What follows belongs to an exercise in optimizing a design on an open flow for small area, a short achievable clock period and few clock cycles per item; a production flow would make more cautious choices.
At most, simulation tests tie the RTL to the original design; equivalence was not proved.
For run 2, only the layout was checked, not whether the RTL still works.

--- flow/flow/run.sh ---
#!/bin/bash
set -uo pipefail
export BUFFER_PORTS_ARGS="-buffer_cell sky130_fd_sc_hd__buf_2"
export SETUP_SLACK_MARGIN=14.2
bash standard.sh > standard.log 2>&1
--- flow/standard.sh ---
#!/bin/bash
# synth_recipe.tcl (not shown) runs the flow's synth.tcl, then flattens the netlist and writes it again
# the make line also repeats each setting of config.mk as NAME=value (left out here)
make -C /OpenROAD-flow-scripts/flow DESIGN_CONFIG=/design/flow/config.mk WORK_HOME=/design/flow/orfs CLKGATE_MAP_FILE= SYNTH_SCRIPT=/design/flow/synth_recipe.tcl "${@:-finish}"
--- flow/config.mk ---
export PLATFORM = sky130hd
export DESIGN_NAME = sss_combine
export DESIGN_NICKNAME = sss_combine
export VERILOG_FILES = /design/flow/design.v
export SDC_FILE = /design/flow/constraint.sdc
export NUM_CORES = 4
export LEC_CHECK = 0
export CAP_MARGIN = 20
export CORE_MARGIN = 2
export CORE_UTILIZATION = 40
export CTS_CLUSTER_DIAMETER = 100
export CTS_CLUSTER_SIZE = 20
export SLEW_MARGIN = 20
export TNS_END_PERCENT = 0
--- flow/constraint.sdc ---
create_clock -name core_clock -period 20.0 [get_ports {clk}]
set_input_delay 4.0000 -clock core_clock [delete_from_list [all_inputs] [get_ports {clk}]]
set_output_delay 4.0000 -clock core_clock [all_outputs]
set_load 0.01 [all_outputs]
--- flow/design.v ---
module sss_combine (
    input  wire         clk,
    input  wire         rst,           
    input  wire         in_valid,
    output reg          in_ready,
    input  wire         in_last,
    input  wire [7:0]   in_index,
    input  wire [255:0] in_value,
    output reg          out_valid,
    output wire [255:0] out_secret,
    output reg  [1:0]   out_fault,     
    output reg  [3:0]   out_fault_rec  
);
    localparam integer MMAX = 16;
    function [7:0] gf_mul(input [7:0] a, input [7:0] b);
        reg [14:0] r;
        integer k;
        begin
            r = 15'd0;
            for (k = 0; k < 8; k = k + 1)
                if (b[k]) r = r ^ ({7'd0, a} << k);
            for (k = 14; k >= 8; k = k - 1)
                if (r[k]) r = r ^ (15'h11d << (k - 8));
            gf_mul = r[7:0];
        end
    endfunction
    function [7:0] gf_mul_late(input [7:0] a, input [7:0] b);
        reg [7:0] col, r;
        integer k;
        begin
            col = a;
            r   = 8'd0;
            for (k = 0; k < 8; k = k + 1) begin
                r   = r ^ (b[k] ? col : 8'd0);
                col = {col[6:0], 1'b0} ^ (col[7] ? 8'h1d : 8'h00);
            end
            gf_mul_late = r;
        end
    endfunction
    function [7:0] gf_x(input [7:0] a);
        gf_x = {a[6:0], 1'b0} ^ (a[7] ? 8'h1d : 8'h00);
    endfunction
    function [3:0] g16_mul(input [3:0] a, input [3:0] b);
        reg [6:0] r; integer k;
        begin
            r = 7'd0;
            for (k = 0; k < 4; k = k + 1) if (b[k]) r = r ^ ({3'd0, a} << k);
            for (k = 6; k >= 4; k = k - 1) if (r[k]) r = r ^ (7'h13 << (k - 4));
            g16_mul = r[3:0];
        end
    endfunction
    function [3:0] g16_inv(input [3:0] a);
        case (a)
            4'd0: g16_inv = 4'd0;
            4'd1: g16_inv = 4'd1;
            4'd2: g16_inv = 4'd9;
            4'd3: g16_inv = 4'd14;
            4'd4: g16_inv = 4'd13;
            4'd5: g16_inv = 4'd11;
            4'd6: g16_inv = 4'd7;
            4'd7: g16_inv = 4'd6;
            4'd8: g16_inv = 4'd15;
            4'd9: g16_inv = 4'd2;
            4'd10: g16_inv = 4'd12;
            4'd11: g16_inv = 4'd5;
            4'd12: g16_inv = 4'd10;
            4'd13: g16_inv = 4'd4;
            4'd14: g16_inv = 4'd3;
            4'd15: g16_inv = 4'd8;
        endcase
    endfunction
    function [7:0] to_t(input [7:0] a);
        to_t = {a[5], a[2] ^ a[5] ^ a[6], a[1] ^ a[3] ^ a[4], a[4] ^ a[7], a[1] ^ a[2] ^ a[5], a[1] ^ a[3] ^ a[4] ^ a[7], a[1] ^ a[5], a[0] ^ a[1] ^ a[3]};
    endfunction
    function [7:0] from_t(input [7:0] a);
        from_t = {a[2] ^ a[5], a[1] ^ a[3] ^ a[6] ^ a[7], a[7], a[2] ^ a[4] ^ a[5], a[1] ^ a[2] ^ a[4] ^ a[7], a[1] ^ a[3], a[1] ^ a[7], a[0] ^ a[2] ^ a[4]};
    endfunction
    function [7:0] gf_mul_t(input [7:0] a, input [7:0] b);
        reg [3:0] hh, ll, mm;
        begin
            hh = g16_mul(a[7:4], b[7:4]);
            ll = g16_mul(a[3:0], b[3:0]);
            mm = g16_mul(a[7:4] ^ a[3:0], b[7:4] ^ b[3:0]);
            gf_mul_t = {mm ^ ll, ll ^ g16_mul(hh, 4'd9)};
        end
    endfunction
    function [7:0] gf_div_t(input [7:0] pt, input [7:0] et);
        reg [3:0] e1, e0, c1, c0, dl, di, h, l, pp;
        begin
            e1 = et[7:4]; e0 = et[3:0];
            c1 = e1; c0 = e0 ^ e1;                        
            dl = g16_mul(e0, e0 ^ e1) ^ g16_mul(g16_mul(e1, e1), 4'd9);
            di = g16_inv(dl);
            pp = g16_mul(pt[7:4], c1);
            h  = pp ^ g16_mul(pt[7:4], c0) ^ g16_mul(pt[3:0], c1);
            l  = g16_mul(pp, 4'd9) ^ g16_mul(pt[3:0], c0);
            gf_div_t = {g16_mul(h, di), g16_mul(l, di)};
        end
    endfunction
    function [7:0] gf_sq(input [7:0] a);
        reg [7:0] col, r;
        integer k;
        begin
            col = 8'd1;
            r   = 8'd0;
            for (k = 0; k < 8; k = k + 1) begin
                r   = r ^ (a[k] ? col : 8'd0);
                col = gf_x(gf_x(col));
            end
            gf_sq = r;
        end
    endfunction
    reg         vphase;        
    reg  [3:0]  cnt;           
    reg  [4:0]  rem;           
    reg  [1:0]  sc;            
    reg         wv;            
    reg         afirst;        
    reg  [7:0]  w;             
    reg  [7:0]  P;             
    reg  [7:0]  E0;            
    reg  [7:0]  E1;            
    reg  [7:0]  Xt [0:MMAX-1];  
    reg  [MMAX-1:0] vm;        
    reg  [MMAX-1:0] self;      
    reg  [7:0]  xs;            
    reg  [7:0]  T1 [0:3];      
    reg  [255:0] acc;
    reg         f_zero, f_dup;
    reg  [7:0]  tin_r;         
    reg         idx_r;         
    reg  [3:0]  f_zero_rec, f_dup_rec;
    wire acc_idx = !vphase && in_valid;
    wire acc_val = vphase && in_valid && wv;
    wire step    = vphase && (rem != 5'd0) && (!wv || acc_val);
    wire last_v  = acc_val && (rem == 5'd0);
    assign out_secret = acc;
    wire       c0 = (cnt == 4'd0);
    wire       c1 = (cnt == 4'd1);
    wire       c2 = (cnt == 4'd2);
    wire [7:0] x0 = from_t(Xt[0]);
    wire [7:0] x1 = from_t(Xt[1]);
    wire [7:0] tin = to_t(in_index);
    wire [7:0] E0_n = c0 ? in_index : gf_mul_late(E0, x0 ^ in_index);
    wire [7:0] E1_n = gf_mul_late(c1 ? x0 : E1, (c1 ? 8'd0 : x1) ^ in_index) ^
                      (c1 ? gf_sq(in_index) : 8'd0);
    wire [7:0] P_n  = c0 ? in_index : gf_mul_late(P, in_index);
    reg  [MMAX-1:0] eq;
    integer k;
    always @(*) begin
        for (k = 0; k < MMAX - 1; k = k + 1)
            eq[k] = (Xt[k] == tin_r) && vm[k+1];
        eq[MMAX-1] = 1'b0;
    end
    wire dupnow = idx_r && (|eq);
    reg  [7:0] xs_n;
    reg  [7:0] leaf [0:MMAX-1];
    reg  [7:0] l1 [0:7];
    reg  [7:0] T1_n [0:3];
    always @(*) begin
        xs_n = 8'd0;
        for (k = 1; k < MMAX; k = k + 1)
            xs_n = xs_n | (self[k-1] ? Xt[k] : 8'd0);
        for (k = 0; k < MMAX; k = k + 1)
            leaf[k] = self[k] ? Xt[k] : (vm[k] ? (Xt[k] ^ xs) : 8'd1);
        for (k = 0; k < 8; k = k + 1)
            l1[k] = gf_mul_t(leaf[2*k], leaf[2*k+1]);
        for (k = 0; k < 4; k = k + 1)
            T1_n[k] = gf_mul_t(l1[2*k], l1[2*k+1]);
    end
    wire [7:0] T2_n = gf_mul_t(gf_mul_t(T1[0], T1[1]), gf_mul_t(T1[2], T1[3]));
    wire [7:0] Pm     = (f_dup || dupnow) ? 8'd0 : P;
    wire [7:0] w_next = gf_div_t(to_t(Pm), to_t(E0));
    reg  [7:0] col [0:7];
    reg  [255:0] prod;
    integer c, p;
    always @(*) begin
        col[0] = from_t(w);
        for (c = 1; c < 8; c = c + 1) col[c] = gf_x(col[c-1]);
        for (c = 0; c < 8; c = c + 1) col[c] = col[c] & {8{acc_val}};
        for (p = 0; p < 32; p = p + 1) begin
            prod[8*p +: 8] = 8'd0;
            for (c = 0; c < 8; c = c + 1)
                prod[8*p +: 8] = prod[8*p +: 8] ^ (in_value[8*p + c] ? col[c] : 8'd0);
        end
    end
    always @(posedge clk)
        acc <= (afirst ? 256'd0 : acc) ^ prod;
    integer i;
    always @(posedge clk) begin
        tin_r <= tin;
        if (acc_idx) begin
            for (i = 0; i < MMAX; i = i + 1)
                if (i == cnt) Xt[i] <= tin;
            vm <= c0 ? 16'd1 : (vm | (16'd1 << cnt));
            E0 <= E0_n;
            if (!c0) E1 <= E1_n;
            P  <= P_n;
        end
        if (step) begin
            for (i = 0; i < 4; i = i + 1) T1[i] <= T1_n[i];
            E0 <= (sc == 2'd0) ? E1 : from_t(T2_n);
            w  <= w_next;
        end
    end
    wire vphase_n = !rst && (last_v ? 1'b0 : ((acc_idx && in_last) ? 1'b1 : vphase));
    wire wv_n     = !rst && (step ? 1'b1 : (last_v ? 1'b0 : wv));
    always @(posedge clk) begin
        in_ready <= !vphase_n || wv_n;
        if (vphase) begin
            out_fault     <= f_zero ? 2'd1 : (f_dup ? 2'd2 : 2'd0);
            out_fault_rec <= f_zero ? f_zero_rec : f_dup_rec;
        end
    end
    always @(posedge clk) begin
        if (rst) begin
            vphase    <= 1'b0;
            cnt       <= 4'd0;
            wv        <= 1'b0;
            idx_r     <= 1'b0;
            out_valid <= 1'b0;
        end else begin
            out_valid <= 1'b0;
            idx_r <= acc_idx;
            if (dupnow && !f_dup) begin
                f_dup     <= 1'b1;
                f_dup_rec <= cnt - 4'd1;
            end
            if (acc_idx) begin
                if (c0) begin
                    f_zero <= 1'b0;
                    f_dup  <= 1'b0;
                end
                if (in_index == 8'd0 && !(f_zero && !c0)) begin
                    f_zero     <= 1'b1;
                    f_zero_rec <= cnt;
                end
                cnt <= cnt + 4'd1;
                if (in_last) begin
                    rem    <= {1'b0, cnt} + 5'd1;
                    sc     <= 2'd0;
                    self   <= 16'd4;
                    xs     <= c2 ? tin : Xt[2];
                    vphase <= 1'b1;
                    afirst <= 1'b1;
                end
            end
            if (step) begin
                wv   <= 1'b1;
                rem  <= rem - 5'd1;
                self <= self << 1;
                xs   <= xs_n;
                if (sc != 2'd2) sc <= sc + 2'd1;
            end else if (last_v) begin
                wv <= 1'b0;
            end
            if (acc_val)
                afirst <= 1'b0;
            if (last_v) begin
                out_valid <= 1'b1;
                vphase    <= 1'b0;
                cnt       <= 4'd0;
            end
        end
    end
endmodule
==> flow_metrics.py, run 1 <==
metrics = {
    "sta": {
        "fin_worst_skew_ps": 45.3,
        "setup_violations": 0,
        "tns_ps": 0,
        "tightest_slew_ps": 1270,
        "hold_viol_final": 0,
        "drv_slew": 0,
        "slew_headroom_pct": 15.1,
        "min_period_ps": 5960,
        "rsz0062_at_grt": "yes",
        "period_share_pct": 29.8,
        "fmax_ghz": 0.168,
    },
    "worst_setup_path": {
        "critPathKind": "input port to register",
        "reg2reg_slack_ps": 14410,
        "path_max_fanout": 37,
        "crit_required_ps": 20580,
        "r2r_cells": 17,
        "end_kind": "register",
        "cp.arrival_ps": 6530,
        "startpoint_type": "input port",
    },
    "logic_synthesis": {
        "netlist_area_sq_um": 71100,
        "synth-edff-count": 254,
        "yosys_warnings": 7,
        "ys_seq_elements": 527,
        "yosysUniqueCellTypes": 84,
        "ys_async_sr_fraction_pct": 0,
        "syn_inst": 9584,
        "ys_seq_area_share_pct": 18.4,
        "synth_ff_type": "dfxtp_1",
        "yosysMostFrequentCell": "xnor2_1",
        "synth_fp_nets": 9869,
        "syn_area_per_cell_sq_um": 7.42,
        "yosysTopAreaCellShare_pct": 33.0,
        "synthTopCellsByCount": "2680 x xnor2_1, 2600 x nand2_1, 595 x xor2_1",
        "synth_largest_area_cell": "xnor2_1",
        "synthTopCellsByArea": "xnor2_1 33%, nand2_1 14%, edfxtp_1 11%",
    },
    "cells_and_area": {
        "multiInputGateArea_sq_um": 55000,
        "fillers": 17800,
        "area_delta_synth_final_pct": 8.18,
        "drive_gt1_share_pct": 9.05,
        "register_area_sq_um": 13100,
        "nets": 9830,
        "final_design_area_no_fill_sq_um": 77000,
    },
    "cts": {
        "cts-htree-levels": 2,
        "cts_root_buffer": "clkbuf_16",
        "cts_max_path_buffers": 3,
        "path_clk_slew_ps": 90,
        "clk_latency_ps": 680,
        "cts_tree": "done",
        "cts_made_buffers": 42,
        "clkSinkCount": 527,
    },
    "route": {
        "ant_nets": 0,
        "routed_wl_um": 283000,
        "initialDrtViolationCount": 6646,
        "wire_per_inst_um": 23.7,
        "dr.pass1.iters": 6,
        "vias": 66100,
        "vias_per_cell": 5.52,
        "drc": 0,
    },
    "global_routing": {
        "use_met2_pct": 47.1,
        "grt_util_all_layers_pct": 29.7,
        "groute.layer.met3.usage_pct": 4.65,
        "grt_util_met1_pct": 37.5,
        "grt-ovfl-total": 0,
        "grt_max_degree": 98,
        "grt_busiest_layer": "met2",
        "grt_pass1_vias": 62100,
        "grt_pass1_wl_um": 411000,
        "antenna_found_initial": 76,
    },
    "floorplan": {
        "io_pins": 532,
        "die_area_sq_um": 181000,
        "fp.dieH_um": 426,
        "die_x_um": 426,
        "start_util_pct": 40.3,
        "rows": 154,
        "core_sq_um": 176000,
    },
    "placed_design": {
        "globalplace.congestion": 0.942,
        "post-dp-hpwl_um": 187000,
        "port_buffers": 531,
        "placed_cell_area_sq_um": 74500,
    },
    "min_path": {
        "hold_class": "register to register",
        "hold_path_depth": 2,
    },
    "run_status": {
        "status": "timing/DRC/antenna clean",
    },
    "flow_run": {
        "max_cap_violations": 0,
    },
}
## metal layers
metal,up-vias,routed length [um]
met4,26,21000
met2,3519,127000
met5,-,162
met1,31500,111000
met3,867,24800
li1,30200,-
## placed cells by master (no fill, tap or decap), types with 34 or more instances in the layout
cell type,netlist,routed
diode_2,0,50
nor2_1,441,413
nand3_1,118,117
clkbuf_16,0,45
xor2_1,595,589
xnor3_1,89,89
o21ai_1,82,81
nand3b_1,64,64
dfxtp_1,273,272
inv_1,40,39
buf_4,12,101
edfxtp_1,254,254
nor3_1,55,55
a21oi_1,199,198
o21ai_0,180,180
nor3b_1,34,34
nand2b_1,237,237
buf_2,66,528
nor2b_1,225,224
mux2i_1,60,58
nand2_1,2600,2600
xnor2_1,2680,2674
a22oi_1,114,114
and2_1,67,67
## critical path, stage by stage
cell and delay [ps]:
buf_2 150, nand3_4 210, buf_16 280, buf_6 240
nor2_4 140, buf_4 160, buf_12 240, nand2_1 120
xnor2_1 140, xnor2_1 140, xnor2_1 240, xnor2_1 190
xnor2_1 160
## layout make-up
cell class	count	share of cell area (%)
diodes	50	0.163
clock buffers	54	1.46
clock inverters	24	0.330
inverters	49	0.241
multi-input cells	8260	71.5
flip-flops and latches	527	17.0
well taps	2340	3.80
repair buffers	665	5.48
## cell families (layout without fill, tap and decap cells)
kind of cell	count (synthesis)	in the layout	synth area share [%]
DFF	527	527	18.4
adders and majority gates	17	17	0.299
buffers and inverters	802	792	4.88
xor gates and xnor gates	3404	3404	44.2
and+or+nand+nor	3946	3951	23.9
muxes	87	87	1.29
AOI/OAI and AO/OA	801	801	6.99
other	0	50	0
## state kept, by name, indices dropped and copies added, names as in the netlist, 4 cells and up
register and flops:
acc 256, Xt 128, T1 32, vm 16, self 14, E0 8
E1 8, P 8, tin_r 8, w 8, xs 8, rem 5
cnt 4, f_dup_rec 4, f_zero_rec 4, out_fault_rec 4
## final timing paths
path	to	startpoint
hold / removal	cnt[1]	cnt[1]
setup reg to reg	w[5]	E0[5]
setup / recovery	acc[237]	in_valid
hold reg to reg	cnt[1]	cnt[1]
## per-stage QoR
stage	hold slack, ps	cells	util (%)	setup WS (ps)
after floorplan	471	9584	-	13960
after global placement	560	11800	42.2	12050
after detailed placement	566	11800	42.2	11960
after CTS	578	11900	43.4	14110
after global routing	600	12000	43.6	13950
final	583	12000	43.6	14040
## what timing repair did
action | 4_1_cts | 5_1_grt
cloned | 15 | 2
setup buffers | 15 | 7
gates resized for setup | 58 | 11
hold buffers | 0 | 0
setup endpoints to repair | 275 | 274
pin swaps | 9 | 0
Testbench counts, summed over its fixed seeds: cycles 9,828, commands 384.
==> inputs of run 2 (changes only) <==
--- a/flow/design.v
+++ b/flow/design.v
@@ -77,14 +77,7 @@
     endfunction
-    function [7:0] gf_mul_t(input [7:0] a, input [7:0] b);
-        reg [3:0] hh, ll, mm;
-        begin
-            hh = g16_mul(a[7:4], b[7:4]);
-            ll = g16_mul(a[3:0], b[3:0]);
-            mm = g16_mul(a[7:4] ^ a[3:0], b[7:4] ^ b[3:0]);
-            gf_mul_t = {mm ^ ll, ll ^ g16_mul(hh, 4'd9)};
-        end
-    endfunction
-    function [7:0] gf_div_t(input [7:0] pt, input [7:0] et);
+    function [7:0] gf_div(input [7:0] p, input [7:0] e);
+        reg [7:0] pt, et;
         reg [3:0] e1, e0, c1, c0, dl, di, h, l, pp;
         begin
+            pt = to_t(p); et = to_t(e);
             e1 = et[7:4]; e0 = et[3:0];
@@ -96,3 +89,3 @@
             l  = g16_mul(pp, 4'd9) ^ g16_mul(pt[3:0], c0);
-            gf_div_t = {g16_mul(h, di), g16_mul(l, di)};
+            gf_div = from_t({g16_mul(h, di), g16_mul(l, di)});
         end
@@ -120,13 +113,10 @@
     reg  [7:0]  P;             
-    reg  [7:0]  E0;            
-    reg  [7:0]  E1;            
-    reg  [7:0]  Xt [0:MMAX-1];  
+    reg  [7:0]  E0, E1;        
+    reg  [7:0]  X [0:MMAX-1];  
     reg  [MMAX-1:0] vm;        
     reg  [MMAX-1:0] self;      
-    reg  [7:0]  xs;            
     reg  [7:0]  T1 [0:3];      
+    reg  [7:0]  T2;            
     reg  [255:0] acc;
     reg         f_zero, f_dup;
-    reg  [7:0]  tin_r;         
-    reg         idx_r;         
     reg  [3:0]  f_zero_rec, f_dup_rec;
@@ -139,8 +129,4 @@
     wire       c1 = (cnt == 4'd1);
-    wire       c2 = (cnt == 4'd2);
-    wire [7:0] x0 = from_t(Xt[0]);
-    wire [7:0] x1 = from_t(Xt[1]);
-    wire [7:0] tin = to_t(in_index);
-    wire [7:0] E0_n = c0 ? in_index : gf_mul_late(E0, x0 ^ in_index);
-    wire [7:0] E1_n = gf_mul_late(c1 ? x0 : E1, (c1 ? 8'd0 : x1) ^ in_index) ^
+    wire [7:0] E0_n = c0 ? in_index : gf_mul_late(E0, X[0] ^ in_index);
+    wire [7:0] E1_n = gf_mul_late(c1 ? X[0] : E1, (c1 ? 8'd0 : X[1]) ^ in_index) ^
                       (c1 ? gf_sq(in_index) : 8'd0);
@@ -149,9 +135,6 @@
     integer k;
-    always @(*) begin
-        for (k = 0; k < MMAX - 1; k = k + 1)
-            eq[k] = (Xt[k] == tin_r) && vm[k+1];
-        eq[MMAX-1] = 1'b0;
-    end
-    wire dupnow = idx_r && (|eq);
-    reg  [7:0] xs_n;
+    always @(*)
+        for (k = 0; k < MMAX; k = k + 1)
+            eq[k] = (X[k] == in_index) && (k < cnt);
+    reg  [7:0] xs;
     reg  [7:0] leaf [0:MMAX-1];
@@ -160,15 +143,15 @@
     always @(*) begin
-        xs_n = 8'd0;
-        for (k = 1; k < MMAX; k = k + 1)
-            xs_n = xs_n | (self[k-1] ? Xt[k] : 8'd0);
+        xs = 8'd0;
         for (k = 0; k < MMAX; k = k + 1)
-            leaf[k] = self[k] ? Xt[k] : (vm[k] ? (Xt[k] ^ xs) : 8'd1);
+            xs = xs | (self[k] ? X[k] : 8'd0);
+        for (k = 0; k < MMAX; k = k + 1)
+            leaf[k] = self[k] ? X[k] : (vm[k] ? (X[k] ^ xs) : 8'd1);
         for (k = 0; k < 8; k = k + 1)
-            l1[k] = gf_mul_t(leaf[2*k], leaf[2*k+1]);
+            l1[k] = gf_mul(leaf[2*k], leaf[2*k+1]);
         for (k = 0; k < 4; k = k + 1)
-            T1_n[k] = gf_mul_t(l1[2*k], l1[2*k+1]);
-    end
-    wire [7:0] T2_n = gf_mul_t(gf_mul_t(T1[0], T1[1]), gf_mul_t(T1[2], T1[3]));
-    wire [7:0] Pm     = (f_dup || dupnow) ? 8'd0 : P;
-    wire [7:0] w_next = gf_div_t(to_t(Pm), to_t(E0));
+            T1_n[k] = gf_mul(l1[2*k], l1[2*k+1]);
+    end
+    wire [7:0] T2_n = gf_mul(gf_mul(T1[0], T1[1]), gf_mul(T1[2], T1[3]));
+    wire [7:0] Esel   = (sc == 2'd0) ? E0 : ((sc == 2'd1) ? E1 : T2);
+    wire [7:0] w_next = (f_zero || f_dup) ? 8'd0 : gf_div(P, Esel);
     reg  [7:0] col [0:7];
@@ -177,3 +160,3 @@
     always @(*) begin
-        col[0] = from_t(w);
+        col[0] = w;
         for (c = 1; c < 8; c = c + 1) col[c] = gf_x(col[c-1]);
@@ -190,6 +173,5 @@
     always @(posedge clk) begin
-        tin_r <= tin;
         if (acc_idx) begin
             for (i = 0; i < MMAX; i = i + 1)
-                if (i == cnt) Xt[i] <= tin;
+                if (i == cnt) X[i] <= in_index;
             vm <= c0 ? 16'd1 : (vm | (16'd1 << cnt));
@@ -201,3 +183,3 @@
             for (i = 0; i < 4; i = i + 1) T1[i] <= T1_n[i];
-            E0 <= (sc == 2'd0) ? E1 : from_t(T2_n);
+            T2 <= T2_n;
             w  <= w_next;
@@ -219,3 +201,2 @@
             wv        <= 1'b0;
-            idx_r     <= 1'b0;
             out_valid <= 1'b0;
@@ -223,7 +204,2 @@
             out_valid <= 1'b0;
-            idx_r <= acc_idx;
-            if (dupnow && !f_dup) begin
-                f_dup     <= 1'b1;
-                f_dup_rec <= cnt - 4'd1;
-            end
             if (acc_idx) begin
@@ -236,2 +212,6 @@
                     f_zero_rec <= cnt;
+                end
+                if ((|eq) && !(f_dup && !c0)) begin
+                    f_dup     <= 1'b1;
+                    f_dup_rec <= cnt;
                 end
@@ -242,3 +222,2 @@
                     self   <= 16'd4;
-                    xs     <= c2 ? tin : Xt[2];
                     vphase <= 1'b1;
@@ -251,3 +230,2 @@
                 self <= self << 1;
-                xs   <= xs_n;
                 if (sc != 2'd2) sc <= sc + 2'd1;
==> flow/flow/run.sh (replaced) <==
#!/bin/bash
# The standard layout (standard.sh), with one change: the buffers that ORFS puts on every
# input and output port are sky130_fd_sc_hd__buf_2 instead of the cell buffer_ports picks
# by default. The full make output goes to standard.log; ORFS's per-step logs stay in orfs/logs.
set -uo pipefail
export BUFFER_PORTS_ARGS="-buffer_cell sky130_fd_sc_hd__buf_2"
bash standard.sh > standard.log 2>&1
--- a/flow/config.mk
+++ b/flow/config.mk
@@ -10,5 +10,2 @@
 export CORE_UTILIZATION = 40
-export CTS_CLUSTER_DIAMETER = 100
-export CTS_CLUSTER_SIZE = 20
 export SLEW_MARGIN = 20
-export TNS_END_PERCENT = 0
==> flow_metrics.py, run 2 <==
metrics = {
    "cts": {
        "cts_root_buffer": "clkbuf_16",
        "path_clk_slew_ps": 60,
        "post_cts_buffers": 0,
        "cts_max_path_buffers": 3,
        "cts-htree-levels": 3,
        "cts_made_buffers": 74,
        "cts_tree": "done",
        "cts.repair.resized": 0,
        "clkSinkCount": 518,
        "clk_latency_ps": 750,
        "hold_buffers": 0,
    },
    "global_routing": {
        "grt_util_all_layers_pct": 28.2,
        "grt_pass1_wl_um": 407000,
        "grt_pass1_vias": 64300,
        "antenna_found_initial": 50,
        "grt_max_degree": 175,
        "grt-ovfl-total": 0,
    },
    "sta": {
        "setup_violations": 0,
        "fmax_ghz": 0.127,
        "period_share_pct": 39.5,
        "tns_ps": 0,
        "hold_viol_final": 0,
        "drv_slew": 0,
        "fin_worst_skew_ps": 75.8,
        "slew_headroom_pct": 23.1,
        "timing.hold.ws_ps": 514,
        "tightest_slew_ps": 1150,
        "min_period_ps": 7900,
        "rsz0062_at_grt": "no",
    },
    "floorplan": {
        "die_area_sq_um": 186000,
        "rows": 156,
        "fp.dieH_um": 431,
        "io_pins": 532,
        "start_util_pct": 40.3,
        "core_sq_um": 181000,
        "die_x_um": 431,
    },
    "placed_design": {
        "placed_cell_area_sq_um": 76100,
        "port_buffers": 531,
        "globalplace.congestion": 0.954,
        "post-dp-hpwl_um": 184000,
    },
    "route": {
        "ant_nets": 0,
        "drc": 0,
        "dr.pass1.iters": 7,
        "vias": 67000,
        "vias_per_cell": 5.51,
        "wire_per_inst_um": 22.5,
        "routed_wl_um": 273000,
        "initialDrtViolationCount": 6796,
    },
    "logic_synthesis": {
        "ys_seq_area_share_pct": 17.7,
        "syn_inst": 9775,
        "synthTopCellsByCount": "2937 x nand2_1, 2810 x xnor2_1, 542 x xor2_1",
        "synth-edff-count": 254,
        "yosysTopAreaCellShare_pct": 33.8,
        "synthTopCellsByArea": "xnor2_1 34%, nand2_1 15%, edfxtp_1 10%",
        "synth_ff_type": "dfxtp_1",
        "synth_fp_nets": 10100,
        "ys_seq_elements": 518,
        "synth_largest_area_cell": "xnor2_1",
        "yosysMostFrequentCell": "nand2_1",
        "ys_async_sr_fraction_pct": 0,
        "yosysUniqueCellTypes": 101,
        "yosys_warnings": 7,
        "syn_area_per_cell_sq_um": 7.46,
        "netlist_area_sq_um": 72900,
    },
    "cells_and_area": {
        "multiInputGateArea_sq_um": 56400,
        "register_area_sq_um": 12900,
        "fin_util_pct": 43.5,
        "largest_register_ffs": 256,
        "area_delta_synth_final_pct": 8.06,
        "fillers": 18100,
        "top_regs": "acc: 256 flops, X: 128 flops, T1: 32 flops",
        "nets": 9968,
        "final_cell_mix": "2937 x nand2_1, 2809 x xnor2_1, 541 x xor2_1, 532 x buf_2, 454 x nor2_1",
        "final_design_area_no_fill_sq_um": 78800,
        "final_common_cell": "nand2_1",
        "drive_gt1_share_pct": 9.78,
        "top_register": "acc",
    },
    "worst_setup_path": {
        "critPathKind": "input port to register",
        "reg2reg_slack_ps": 12220,
        "cp.arrival_ps": 8540,
        "r2r-end": "T1[1][2]",
        "path_max_fanout": 67,
        "end_kind": "register",
        "crit_required_ps": 20640,
        "startpoint_type": "input port",
        "r2r_cells": 16,
        "r2r-start": "self[12]",
    },
    "flow_run": {
        "max_cap_violations": 0,
    },
    "min_path": {
        "hp-start": "wv",
        "hold_path_depth": 2,
        "hold_class": "register to register",
        "min_to": "wv",
    },
    "run_status": {
        "status": "timing/DRC/antenna clean",
    },
}
-- run 2: cell count changes after synthesis, moves of 59 or more --
| cell | change |
|---|---|
| o21ai_1 | -79 |
| xnor2_1 | +130 |
| a21oi_1 | -99 |
| nand2_1 | +337 |
| o21ai_0 | -69 |
| nor2b_1 | -153 |
| a31o_2 | +59 |
| a22o_1 | +65 |
-- run 2: worst max-delay path, stage by stage --
cell and delay, ps:
buf_2 110, nand2_1 100, nor2_4 100, buf_4 400, inv_4 210, buf_4 340, nor2b_4 600, buf_4 900
buf_4 790, nand2_1 160, xnor2_1 240, xnor2_1 170, xnor2_1 170, xnor2_1 140
-- run 2: kinds of logic (layout without fill, tap and decap cells) --
kind of cell / after synthesis / count (layout) / synth area share (%)
other cells: 0 / 40 / 0
fa+ha+maj: 15 / 15 / 0.257
xor+xnor: 3529 / 3529 / 45.6
flops: 518 / 518 / 17.7
mux: 68 / 68 / 1.03
buf+inv: 864 / 832 / 5.19
compound gates: 680 / 680 / 6.88
simple gates: 4101 / 4101 / 23.4
-- run 2: area by class of cell --
class / count / area share (%)
antenna: 40 / 0.127
clock buffer: 93 / 2.52
clock inverter: 41 / 0.788
inverter: 53 / 0.256
multi-input combinational: 8393 / 71.6
sequential: 518 / 16.4
tap: 2370 / 3.76
timing repair buffer: 645 / 4.53
-- run 2: metal layers --
layer | track usage, % | wire length [um] | vias to the layer above
met5 | 0 | 91 | -
met4 | 16.5 | 16600 | 16
met3 | 4.60 | 24600 | 788
met2 | 45.6 | 124000 | 3511
met1 | 35.5 | 107000 | 32100
li1 | - | - | 30600
-- run 2: worst max path at each step --
stage,endpoint,slack [ps],start,depth (start not counted)
final,acc[89],12100,in_valid,14
after detailed placement,acc[14],11440,in_valid,14
after global placement,acc[253],11520,in_valid,14
after floorplan,f_dup_rec[0],13140,in_index[0],10
after global routing,acc[89],11990,in_valid,14
after CTS,acc[89],12240,in_valid,14
-- run 2: through the flow --
stage	cells	setup slack [ps]
floorplan	9775	13140
global placement	12000	11520
detailed placement	12000	11440
CTS	12100	12240
global route	12100	11990
finish	12200	12100

==> afterwards: timing with drivers on the ports <==
The flow's constraints put no driver on any port. The routed layouts listed below were extracted and timed again, unchanged, in two steps.
Step 1 sets driving cells, clkbuf_16 on the clock port and buf_2 on the other inputs (assumed; they add their load-dependent delay and slew).
Step 2 also shifts input and output timing later by t, the mid clock arrival at the registers, as if the neighbouring blocks saw the same clock.
Three values: no drivers, after step 1, after step 2; two values: the first two.
run	t (ns)	setup WS [ns]	worst hold slack (ns)	slew at the worst register clock pin (ns)	worst slew at a driven data input, ns
run 1	0.747	14.044 / 14.075 / 13.328	0.583 / 0.583 / 0.583	0.10 / 0.10	0.22
run 2	0.808	12.100 / 12.139 / 11.331	0.514 / 0.514 / 0.514	0.07 / 0.07	0.21
After both steps setup and hold are still met in every run listed. The setup slack of run 2, which loses most, moves by +0.039 ns with the drivers and by -0.769 ns with both steps.
